Context: an optimization exercise on an open-source flow, tuned for small area, a short achievable clock period and few clock cycles. The choices shown serve that exercise and are no tape-out recipe.
No functional check of the RTL was part of this run.
Power and IR drop assume default switching activity.

File: flow/config.mk
export PLATFORM = sky130hd
export DESIGN_NAME = bcu
export DESIGN_NICKNAME = bcu
export VERILOG_FILES = /design/flow/design.v
export SDC_FILE = /design/flow/constraint.sdc
export NUM_CORES = 4
export LEC_CHECK = 0
export CAP_MARGIN = 20
export CORE_MARGIN = 2
export CORE_UTILIZATION = 40
export SLEW_MARGIN = 20
File: flow/constraint.sdc
create_clock -name core_clock -period 10.0 [get_ports {clk}]
set_input_delay 2.0000 -clock core_clock [delete_from_list [all_inputs] [get_ports {clk}]]
set_output_delay 2.0000 -clock core_clock [all_outputs]
set_load 0.01 [all_outputs]
File: flow/design.v
module bcu (
    input  wire        clk,
    input  wire        rst,
    input  wire        cmd_valid,
    output wire        cmd_ready,
    input  wire [15:0] cmd_cw,
    input  wire [63:0] cmd_opnd,
    input  wire [7:0]  cmd_paylen,
    input  wire        pay_valid,
    output wire        pay_ready,
    input  wire [7:0]  pay_data,
    output reg         dout_valid,
    output wire [7:0]  dout_data,
    output reg         rsp_valid,
    output reg  [2:0]  rsp_status,
    output wire [63:0] rsp_res,
    output wire [63:0] rsp_need,
    output wire [63:0] rsp_have
);
    localparam [2:0] ST_OK    = 3'd0;
    localparam [2:0] ST_INSUF = 3'd1;
    localparam [2:0] ST_MALF  = 3'd2;
    localparam [2:0] ST_INVAL = 3'd3;
    localparam [2:0] ST_CAP   = 3'd5;
    reg st_idle;     
    reg st_exec;     
    reg st_pay;      
    reg st_out;      
    reg st_vw;       
    reg st_v2;       
    reg st_p2;       
    reg [511:0] mb;              
    reg [6:0]   len;
    reg [6:0]   off;
    reg [7:0]   cw;              
    reg         cw_ok;           
    reg [7:0]   paylen;
    reg [63:0]  r;               
    reg [6:0]   ptr;             
    reg [8:0]   wp;              
    reg [7:0]   cnt;
    reg         werr;            
    reg [63:0]  win;             
    reg         nb;              
    reg [6:0]   have;
    assign cmd_ready = st_idle;
    assign pay_ready = st_pay;
    assign dout_data = win[7:0];
    assign rsp_res   = nb ? 64'd0 : r;
    assign rsp_need  = nb ? r : 64'd0;
    assign rsp_have  = {57'd0, have};
    wire take = st_idle & cmd_valid;
    wire [2:0] rrow = ptr[5:3];
    wire [2:0] rcol = ptr[2:0];
    reg  [63:0] bank_rd;
    integer b, q;
    always @(*) begin
        for (b = 0; b < 8; b = b + 1) begin : rd
            reg [2:0]  row;
            reg [63:0] col;
            row = rrow + ((b < rcol) ? 3'd1 : 3'd0);
            for (q = 0; q < 8; q = q + 1)
                col[8*q +: 8] = mb[8*(8*q + b) +: 8];
            bank_rd[8*b +: 8] = col[8*row +: 8];
        end
    end
    wire [127:0] bank_rd2 = {bank_rd, bank_rd};
    wire [63:0]  window   = bank_rd2[8*rcol +: 64];
    wire [3:0] typ = cw[6:3];
    wire       le  = cw[2];
    wire       sgn = cw[1];
    reg is_fget, is_fput, is_vget, is_vput;
    always @(*) begin
        is_fget = 1'b0;
        is_fput = 1'b0;
        is_vget = 1'b0;
        is_vput = 1'b0;
        if (cw_ok) begin
            case (cw)
                8'h00, 8'h08,
                8'h10, 8'h12, 8'h14, 8'h16,
                8'h18, 8'h1C,
                8'h20, 8'h22, 8'h24, 8'h26,
                8'h28, 8'h2A, 8'h2C, 8'h2E,
                8'h30, 8'h34,
                8'h38, 8'h3C:                  is_fget = 1'b1;
                8'h80, 8'h88,
                8'h90, 8'h94, 8'h98, 8'h9C,
                8'hA0, 8'hA4, 8'hA8, 8'hAC,
                8'hB0, 8'hB4, 8'hB8, 8'hBC:    is_fput = 1'b1;
                8'h40, 8'h42, 8'h48, 8'h4A:    is_vget = 1'b1;
                8'hC0, 8'hC2, 8'hC8, 8'hCA:    is_vput = 1'b1;
                default: ;
            endcase
        end
    end
    wire is_getraw    = cw_ok & (cw == 8'h50);
    wire is_putraw    = cw_ok & (cw == 8'hD0);
    wire is_getrem    = cw_ok & (cw == 8'h58);
    wire is_construct = cw_ok & (cw == 8'h78);
    wire is_rewind    = cw_ok & (cw == 8'h79);
    wire is_setoff    = cw_ok & (cw == 8'h7A);
    wire is_getoff    = cw_ok & (cw == 8'h7B);
    wire is_getbuf    = cw_ok & (cw == 8'h7C);
    wire is_feof      = cw_ok & (cw == 8'h7D);
    reg [3:0] nbytes;
    always @(*) begin
        case (typ)
            4'd0, 4'd1: nbytes = 4'd1;
            4'd2:       nbytes = 4'd2;
            4'd3:       nbytes = 4'd3;
            4'd4, 4'd6: nbytes = 4'd4;
            default:    nbytes = 4'd8;
        endcase
    end
    wire        is_bool = (typ == 4'd1);
    wire        w64     = cw[3];             
    wire [6:0]  rem     = len - off;
    wire [7:0] w0 = win[7:0],   w1 = win[15:8],  w2 = win[23:16], w3 = win[31:24];
    wire [7:0] w4 = win[39:32], w5 = win[47:40], w6 = win[55:48], w7 = win[63:56];
    reg [63:0] fget_res;
    always @(*) begin
        case (nbytes)
            4'd1: fget_res = is_bool ? {63'd0, (w0 != 8'd0)} : {56'd0, w0};
            4'd2: begin
                fget_res[15:0]  = le ? {w1, w0} : {w0, w1};
                fget_res[63:16] = {48{sgn & fget_res[15]}};
            end
            4'd3: fget_res = {40'd0, (le ? {w2, w1, w0} : {w0, w1, w2})};
            4'd4: begin
                fget_res[31:0]  = le ? {w3, w2, w1, w0} : {w0, w1, w2, w3};
                fget_res[63:32] = {32{sgn & fget_res[31]}};
            end
            default: fget_res = le ? win : {w0, w1, w2, w3, w4, w5, w6, w7};
        endcase
    end
    reg  [8:0]  pc;              
    reg  [7:0]  term;            
    reg  [55:0] vacc;
    integer i;
    always @(*) begin
        pc[0] = 1'b1;
        for (i = 0; i < 8; i = i + 1)
            pc[i+1] = pc[i] & win[8*i+7];
        for (i = 0; i < 8; i = i + 1) begin
            term[i] = pc[i] & ~win[8*i+7] & (rem > i);
            vacc[7*i +: 7] = pc[i] ? win[8*i +: 7] : 7'd0;
        end
    end
    wire       v_ok32  = |term[4:0];
    wire       v_ok64  = |term[7:0];
    wire       v_more  = pc[8] & (rem > 7'd8);           
    reg  [3:0] v_n;
    always @(*) begin
        v_n = 4'd0;
        for (i = 7; i >= 0; i = i - 1)
            if (term[i]) v_n = i + 1;
    end
    wire       t8      = ~w0[7];
    wire       t9      = w0[7] & ~w1[7] & (rem > 7'd9);
    wire [63:0] acc2   = {(t9 & w1[0]), w0[6:0], r[55:0]};
    wire [63:0] vsrc   = st_v2 ? acc2 : {8'd0, vacc};
    wire [31:0] vz32   = (vsrc[31:0] >> 1) ^ {32{vsrc[0]}};
    wire [63:0] vz64   = (vsrc >> 1) ^ {64{vsrc[0]}};
    wire [63:0] vget_res = w64 ? (sgn ? vz64 : vsrc)
                               : (sgn ? {{32{vz32[31]}}, vz32} : {32'd0, vsrc[31:0]});
    wire        zz    = sgn & ~st_p2;
    wire [63:0] vu32  = {32'd0, zz ? ((r[31:0] << 1) ^ {32{r[31]}}) : r[31:0]};
    wire [63:0] vu64  = zz ? ((r << 1) ^ {64{r[63]}}) : r;
    wire [63:0] vu    = (w64 | st_p2) ? vu64 : vu32;
    reg  [9:0]  nz;              
    reg  [63:0] venc;
    always @(*) begin
        nz[0] = 1'b1;
        for (i = 1; i < 10; i = i + 1)
            nz[i] = |(vu >> (7 * i));
        for (i = 0; i < 8; i = i + 1)
            venc[8*i +: 8] = {nz[i+1], vu[7*i +: 7]};
    end
    reg [3:0] vlen;
    always @(*) begin
        vlen = 4'd1;
        for (i = 1; i < 10; i = i + 1)
            if (nz[i]) vlen = i + 1;
    end
    wire [63:0] put_val = is_bool ? {63'd0, (r != 64'd0)} : r;
    wire        is_var  = is_vput | st_p2;
    wire [2:0] wcol = len[2:0];
    wire [2:0] wrow = len[5:3];
    reg  [63:0] put_bank;
    always @(*) begin
        for (b = 0; b < 8; b = b + 1) begin : wr
            reg [2:0] k;
            if (is_var || le)
                k = b[2:0] - wcol;
            else
                k = nbytes[2:0] - 3'd1 + wcol - b[2:0];
            put_bank[8*b +: 8] = is_var ? venc[8*k +: 8] : put_val[8*k +: 8];
        end
    end
    wire [5:0] wa   = st_pay ? wp[5:0] : len[5:0];
    wire       wact = st_pay ? (~werr & (wp[8:6] == 3'd0)) : ((st_exec | st_p2) & ~len[6]);
    reg  [63:0] wen;             
    always @(*) begin
        for (b = 0; b < 8; b = b + 1) begin : we
            reg [2:0] row;
            reg       wrap;
            row  = wa[5:3] + ((b < wa[2:0]) ? 3'd1 : 3'd0);
            wrap = (b < wa[2:0]) && (wa[5:3] == 3'd7);
            for (q = 0; q < 8; q = q + 1)
                wen[8*q + b] = wact && (row == q) &&
                               (st_pay ? (wa[2:0] == b) : !wrap);
        end
    end
    always @(posedge clk) begin
        for (b = 0; b < 8; b = b + 1)
            for (q = 0; q < 8; q = q + 1)
                if (wen[8*q + b])
                    mb[8*(8*q + b) +: 8] <= st_pay ? pay_data : put_bank[8*b +: 8];
    end
    task automatic respond(input [2:0] st, input [63:0] res);
        begin
            rsp_valid  <= 1'b1;
            rsp_status <= st;
            r          <= res;
            nb         <= 1'b0;
            have       <= 7'd0;
            st_idle    <= 1'b1;
        end
    endtask
    task automatic insuf(input [63:0] need);
        begin
            rsp_valid  <= 1'b1;
            rsp_status <= ST_INSUF;
            r          <= need;
            nb         <= 1'b1;
            have       <= rem;
            st_idle    <= 1'b1;
        end
    endtask
    always @(posedge clk) begin
        win <= window;
        if (rst) begin
            st_idle    <= 1'b1;
            st_exec    <= 1'b0;
            st_pay     <= 1'b0;
            st_out     <= 1'b0;
            st_vw      <= 1'b0;
            st_v2      <= 1'b0;
            st_p2      <= 1'b0;
            len        <= 7'd0;
            off        <= 7'd0;
            ptr        <= 7'd0;
            rsp_valid  <= 1'b0;
            dout_valid <= 1'b0;
        end else begin
            rsp_valid  <= 1'b0;
            dout_valid <= 1'b0;
            if (take) begin
                st_idle <= 1'b0;
                cw      <= cmd_cw[7:0];
                cw_ok   <= (cmd_cw[15:8] == 8'd0);
                r       <= cmd_opnd;
                paylen  <= cmd_paylen;
                cnt     <= cmd_paylen;
                wp      <= cmd_cw[3] ? 9'd0 : {2'd0, len};
                werr    <= cmd_cw[3] & ((|cmd_opnd[63:8]) || (cmd_opnd[7:0] > cmd_paylen) ||
                                        (cmd_paylen > 8'd64));
                if ((cmd_cw == 16'h00D0 || cmd_cw == 16'h0078) && cmd_paylen != 8'd0)
                    st_pay  <= 1'b1;
                else
                    st_exec <= 1'b1;
                if (cmd_cw[7:0] == 8'h7C)
                    ptr <= 7'd0;
            end
            if (st_exec) begin
                st_exec <= 1'b0;
                ptr     <= off;
                if (is_fget) begin
                    if (rem < {3'd0, nbytes})
                        insuf({60'd0, nbytes});
                    else begin
                        off <= off + {3'd0, nbytes};
                        ptr <= off + {3'd0, nbytes};
                        respond(ST_OK, fget_res);
                    end
                end else if (is_fput) begin
                    if ({1'b0, len} + {4'd0, nbytes} > 8'd64)
                        respond(ST_CAP, 64'd0);
                    else begin
                        len <= len + {3'd0, nbytes};
                        respond(ST_OK, {60'd0, nbytes});
                    end
                end else if (is_vget) begin
                    if (w64 ? v_ok64 : v_ok32) begin
                        off <= off + {3'd0, v_n};
                        ptr <= off + {3'd0, v_n};
                        respond(ST_OK, vget_res);
                    end else if (w64 && v_more) begin
                        r     <= {8'd0, vacc};
                        ptr   <= off + 7'd8;
                        st_vw <= 1'b1;
                    end else
                        respond(ST_MALF, 64'd0);
                end else if (is_vput) begin
                    if ({1'b0, len} + {4'd0, vlen} > 8'd64)
                        respond(ST_CAP, 64'd0);
                    else if (vlen > 4'd8) begin
                        len   <= len + 7'd8;
                        r     <= {8'd0, vu[63:56]};
                        cnt   <= {4'd0, vlen};
                        st_p2 <= 1'b1;
                    end else begin
                        len <= len + {3'd0, vlen};
                        respond(ST_OK, {60'd0, vlen});
                    end
                end else if (is_getraw) begin
                    if (r[63])
                        respond(ST_INVAL, 64'd0);
                    else if (r == 64'd0)
                        respond(ST_OK, 64'd0);
                    else if (r > {57'd0, rem})
                        insuf(r);
                    else begin
                        dout_valid <= 1'b1;
                        ptr        <= off + 7'd1;
                        cnt        <= r[7:0] - 8'd1;
                        rsp_status <= ST_OK;
                        nb         <= 1'b0;
                        have       <= 7'd0;
                        if (r[6:0] == 7'd1) begin
                            off       <= off + 7'd1;
                            rsp_valid <= 1'b1;
                            st_idle   <= 1'b1;
                        end else
                            st_out <= 1'b1;
                    end
                end else if (is_getrem) begin
                    if (rem == 7'd0)
                        insuf(64'd1);
                    else begin
                        dout_valid <= 1'b1;
                        ptr        <= off + 7'd1;
                        cnt        <= {1'b0, rem} - 8'd1;
                        r          <= {57'd0, rem};
                        nb         <= 1'b0;
                        have       <= 7'd0;
                        rsp_status <= ST_OK;
                        if (rem == 7'd1) begin
                            off       <= off + 7'd1;
                            rsp_valid <= 1'b1;
                            st_idle   <= 1'b1;
                        end else
                            st_out <= 1'b1;
                    end
                end else if (is_getbuf) begin
                    if (len == 7'd0)
                        respond(ST_OK, 64'd0);
                    else begin
                        dout_valid <= 1'b1;
                        ptr        <= 7'd1;
                        cnt        <= {1'b0, len} - 8'd1;
                        r          <= {57'd0, len};
                        nb         <= 1'b0;
                        have       <= 7'd0;
                        rsp_status <= ST_OK;
                        if (len == 7'd1) begin
                            ptr       <= off;
                            rsp_valid <= 1'b1;
                            st_idle   <= 1'b1;
                        end else
                            st_out <= 1'b1;
                    end
                end else if (is_putraw) begin
                    respond(ST_OK, 64'd0);                   
                end else if (is_construct) begin             
                    if (r != 64'd0)
                        respond(ST_INVAL, 64'd0);
                    else begin
                        len <= 7'd0;
                        off <= 7'd0;
                        ptr <= 7'd0;
                        respond(ST_OK, 64'd0);
                    end
                end else if (is_rewind) begin
                    off <= 7'd0;
                    ptr <= 7'd0;
                    respond(ST_OK, 64'd0);
                end else if (is_setoff) begin
                    if (r > {57'd0, len})
                        respond(ST_INVAL, 64'd0);
                    else begin
                        off <= r[6:0];
                        ptr <= r[6:0];
                        respond(ST_OK, 64'd0);
                    end
                end else if (is_getoff) begin
                    respond(ST_OK, {57'd0, off});
                end else if (is_feof) begin
                    respond(ST_OK, {63'd0, (off >= len)});
                end else begin
                    respond(ST_INVAL, 64'd0);
                end
            end
            if (st_out) begin
                dout_valid <= 1'b1;
                ptr        <= ptr + 7'd1;
                cnt        <= cnt - 8'd1;
                if (cnt == 8'd1) begin
                    st_out    <= 1'b0;
                    rsp_valid <= 1'b1;
                    st_idle   <= 1'b1;
                    if (is_getbuf)
                        ptr <= off;
                    else
                        off <= ptr + 7'd1;
                end
            end
            if (st_vw) begin
                st_vw <= 1'b0;
                st_v2 <= 1'b1;
            end
            if (st_v2) begin
                st_v2 <= 1'b0;
                if (t8 | t9) begin
                    off <= off + (t8 ? 7'd9 : 7'd10);
                    ptr <= off + (t8 ? 7'd9 : 7'd10);
                    respond(ST_OK, vget_res);
                end else begin
                    ptr <= off;
                    respond(ST_MALF, 64'd0);
                end
            end
            if (st_p2) begin
                st_p2 <= 1'b0;
                len   <= len + {3'd0, vlen};
                respond(ST_OK, {56'd0, cnt});
            end
            if (st_pay && pay_valid) begin
                wp  <= wp + 9'd1;
                cnt <= cnt - 8'd1;
                if (cnt == 8'd1) begin
                    st_pay <= 1'b0;
                    if (!cw[3]) begin                        
                        if ({2'd0, len} + {1'b0, paylen} > 9'd64)
                            respond(ST_CAP, 64'd0);
                        else begin
                            len <= len + paylen[6:0];
                            respond(ST_OK, {56'd0, paylen});
                        end
                    end else begin                           
                        if (r > {56'd0, paylen})
                            respond(ST_INVAL, 64'd0);
                        else if (paylen > 8'd64)
                            respond(ST_CAP, 64'd0);
                        else begin
                            len <= paylen[6:0];
                            off <= r[6:0];
                            ptr <= r[6:0];
                            respond(ST_OK, 64'd0);
                        end
                    end
                end
            end
        end
    end
endmodule
File: flow/run.sh
#!/bin/bash
# synth_recipe.tcl (not shown) runs the flow's synth.tcl, then flattens the netlist and writes it again
# the make line also repeats each setting of config.mk as NAME=value (left out here)
make -C /OpenROAD-flow-scripts/flow DESIGN_CONFIG=/design/flow/config.mk WORK_HOME=/design/flow/orfs CLKGATE_MAP_FILE= SYNTH_SCRIPT=/design/flow/synth_recipe.tcl finish
==> summary.txt <==
[registers in the layout, summed over array words and instances (netlist names), 3 cells and up]
name        flops
mb            512
cw              8
off             7
ptr             7
paylen          8
win            64
rsp_status      3
len             7
cnt             8
have            7
r              64
wp              9
[area by class of cell]
| class | instances | area, um^2 |
|---|---|---|
| fillers | 11935 | 69300 |
| multi-input cells | 3961 | 28200 |
| flip-flops and latches | 716 | 20600 |
| repair buffers | 430 | 3840 |
| clock buffers | 108 | 2200 |
| well taps | 1662 | 2080 |
| clock inverters | 43 | 542 |
| inverters | 104 | 393 |
| diodes | 7 | 17.5 |
[layer usage]
metal | global-route usage [%] | part of all wire [%] | routed length (um)
met3 | 10.9 | 12 | 29600
met4 | 21.4 | 7.2 | 17600
met1 | 47.4 | 39 | 94500
met5 | 0 | 0.086 | 209
met2 | 52.4 | 42 | 102000
[cell usage after synthesis (all sizes together) (37+ instances only)]
cell type / instances
a21oi: 544
ha: 121
nor3: 106
xor2: 70
clkbuf: 358
nor2: 431
buf: 171
o221ai: 46
o21ai: 320
a22oi: 40
edfxtp: 622
xnor2: 114
mux4: 192
and3: 43
nand3: 91
nor2b: 77
dfxtp: 94
a221oi: 46
a211oi: 45
inv: 101
mux2: 60
and2: 98
nand2: 494
o22ai: 75
o211ai: 37
a31oi: 77
nor4: 57
mux2i: 240
[where the power goes]
group,switching [uW],total (uW),internal (uW)
Sequential,420,3980,3560
Clock,1330,3140,1800
Combinational,1980,3070,1090
Total,3730,10200,6450
[metrics by stage]
step                instance area [um^2]  util [%]  instances  hold slack (ns)
floorplan                          51300         -       5310            0.391
global route                       57900      45.5       7024            0.432
global placement                   55100      43.3       6869            0.403
finish                             57900      45.5       7031            0.430
CTS                                57800      45.5       7022            0.426
detailed placement                 55100      43.3       6871            0.417
[cell usage in the layout, fill, tap and decap left out, drive strengths merged, types with 26 or more instances in the layout]
master	netlist	layout
o221ai	46	46
a221oi	46	46
a21oi	544	544
a22oi	40	40
mux4	192	192
dfxtp	94	94
clkdlybuf4s50	0	249
ha	121	121
and2	98	98
a211oi	45	45
nand3	91	91
inv	101	108
mux2i	240	240
nor3	106	106
edfxtp	622	622
nor2b	77	77
a22o	30	30
nand2	494	494
nand4	36	36
o21a	30	30
mux2	60	60
or3	31	31
nor2	431	431
xor2	70	70
o21ai	320	320
a31o	26	26
and3	43	43
clkbuf	358	108
nor4	57	57
conb	1	57
a21o	28	28
a31oi	77	77
o22ai	75	75
xnor2	114	114
o211ai	37	37
buf	171	181
nand2b	29	29
[final timing paths]
check	start	to	slack [ns]
setup / recovery	cw[1]	cnt[5]	1.96
hold / removal	st_vw	st_vw	0.43
setup reg to reg	cw[1]	cnt[5]	1.96
hold reg to reg	st_vw	st_vw	0.43
[logic make-up (layout without fill, tap and decap cells)]
family          after synthesis  count (layout)  synth area share, %
flops                       716             716                 40.3
other cells                   1              64              0.00734
xor+xnor                    184             184                 3.17
fa+ha+maj                   129             129                 3.26
buf+inv                     633             685                 5.32
mux                         492             492                 14.5
compound gates             1531            1531                 18.9
simple gates               1568            1568                 14.6
==> flow_summary_export.csv <==
group,metric,value,unit
status,outcome,"timing/DRC/antenna clean",
global_routing,antenna_found_initial,11,
timing,setup_viol,0,
critical_path,critPathMaxStageDelay,0.84,ns
floorplan,die_width,361,um
route,dr_total_vias,47391,
clocking,cts.repair.resized,0,
cells_and_area,area_growth,13.4,%
timing,timing.fmax,124,MHz
power_and_ir_drop,ir_drop,0.159,mV
placement,routabilityCongestion,1.08,
yosys,synth_top_area_share,36.6,%
route,first_pass_iters,8,
timing,period_share,80.4,%
critical_path,cp_num_buf_inv,2,
cells_and_area,final_net_count,5523,
timing,rsz0062_at_grt,"no",
placement,pre_cts_slack,2.25,ns
timing,tightest_slew,1.28,ns
placement,dp.final_hpwl,179,mm
global_routing,grt-ovfl-total,0,
critical_path,cp.depth,22,
yosys,synth_warnings,1,
global_routing,first_global_vias,42718,
yosys,synth_cell_type_count,99,
timing,slew_headroom,14.0,%
timing,timing.final.crit_period,8.04,ns
critical_path,cpMaxStageDelayCell,"and4_1",
placement,io_buffers,249,
global_routing,grt_pass1_wl,336,mm
floorplan,dieHeight,361,um
clocking,cts_tree,"built",
yosys,syn_avg_cell_area,9.72,um^2
timing,final_max_slew_viol_count,0,
floorplan,dieArea,0.131,mm^2
critical_path,startpoint_type,"flop",
yosys,yosysSeqAreaShare,40.3,%
clocking,ctsRootBufferMaster,"clkbuf_16",
hold_path,holdPathStages,1,
route,wl,244,mm
power_and_ir_drop,powerDensity,176,mW/mm^2
clocking,clk_latency,0.74,ns
critical_path,crit_top_cell,"nor2_1",
timing,setup_tns,0,ns
floorplan,core,0.127,mm^2
floorplan,fp-row-count,131,
yosys,synthCells,5254,
clocking,h-tree-depth,3,
global_routing,grt_usage,36.1,%
cells_and_area,drive_gt1_share,12.8,%
clocking,hold_buffers,0,
yosys,synth_seq_cells,716,
critical_path,crit_family,"simple AND/OR/NAND/NOR gates",
route,wire_per_inst,34.7,um
yosys,synth_area,0.0511,mm^2
hold_path,min_path_type,"reg2reg",
route,viasPerCell,6.74,
timing,hold_violations,0,
route,drtAntennaViolNets,0,
yosys,synth_top_area_cell,"edfxtp_1",
clocking,clockBufferDepth,3,
route,drcViolationCount,0,
floorplan,start_util,40.1,%
clocking,cts_buffers,82,
run,max_cap_viol_count,0,
critical_path,cp-end-kind,"flop",
clocking,clk_pin_slew_worst_paths,0.07,ns
critical_path,required,10.45,ns
global_routing,grt_start_max_net_pins,98,
floorplan,io_pins,307,
yosys,synth_ff_type,"edfxtp_1",
timing,fin_ws,1.96,ns
critical_path,arrival,8.49,ns
timing,fin_skew,0.0469,ns
critical_path,crit_type,"reg2reg",
yosys,synthTopCellsByArea,"edfxtp_1 37%, mux4_2 8.5%, a21oi_1 5.3%",
critical_path,cp_max_fo,32,
yosys,synth_edf_count,622,
clocking,cts_setup_buffers,0,
critical_path,reg2regPathDepth,22,
power_and_ir_drop,p_leak,0.0201,uW
critical_path,path_cells,"buf_4, inv_1, a22o_1, a22oi_1, and4_1, nand3_1, o21ai_0, o211a_1, nor2_1, ha_1, fa_1, a21o_1, a21oi_1, xnor2_1, o41ai_1, nand3_1, nor2_1, nor2_1, nor3_1, nand2_1, a221oi_1, a21oi_1",
power_and_ir_drop,finalPower,10200,uW
route,initialDrtViolationCount,7723,
yosys,async_flop_share,0,%
clocking,cts.sinks,716,

-- separate check: timing with driven ports --
In the flow no input, the clock included, has a driving cell. The finished layout below was timed again as built, in two steps.
Step 1 (the two cells are an assumption about what drives the block):
set clk [get_ports {clk}]
set_driving_cell -lib_cell sky130_fd_sc_hd__clkbuf_16 $clk
set_driving_cell -lib_cell sky130_fd_sc_hd__buf_2 [delete_from_list [all_inputs] $clk]
Step 2 adds t to the input delays and takes it off the output delays; t is the mean of the earliest and latest rising clock arrival at the registers after step 1. Input paths then give back, and output paths get back, about the clock's delay inside the block.
Three values: ideal, step 1, step 2; two values: the first two.
t (ns): 0.790
setup WS [ns]: 1.960 / 1.960 / 1.960
worst setup path at the end: register to register
latest minus earliest clock arrival (ns): 0.047 / 0.047
After both steps setup and hold are still met in this run. For this run, drivers alone change the setup slack by 0.000 ns; drivers and shift together by 0.000 ns.
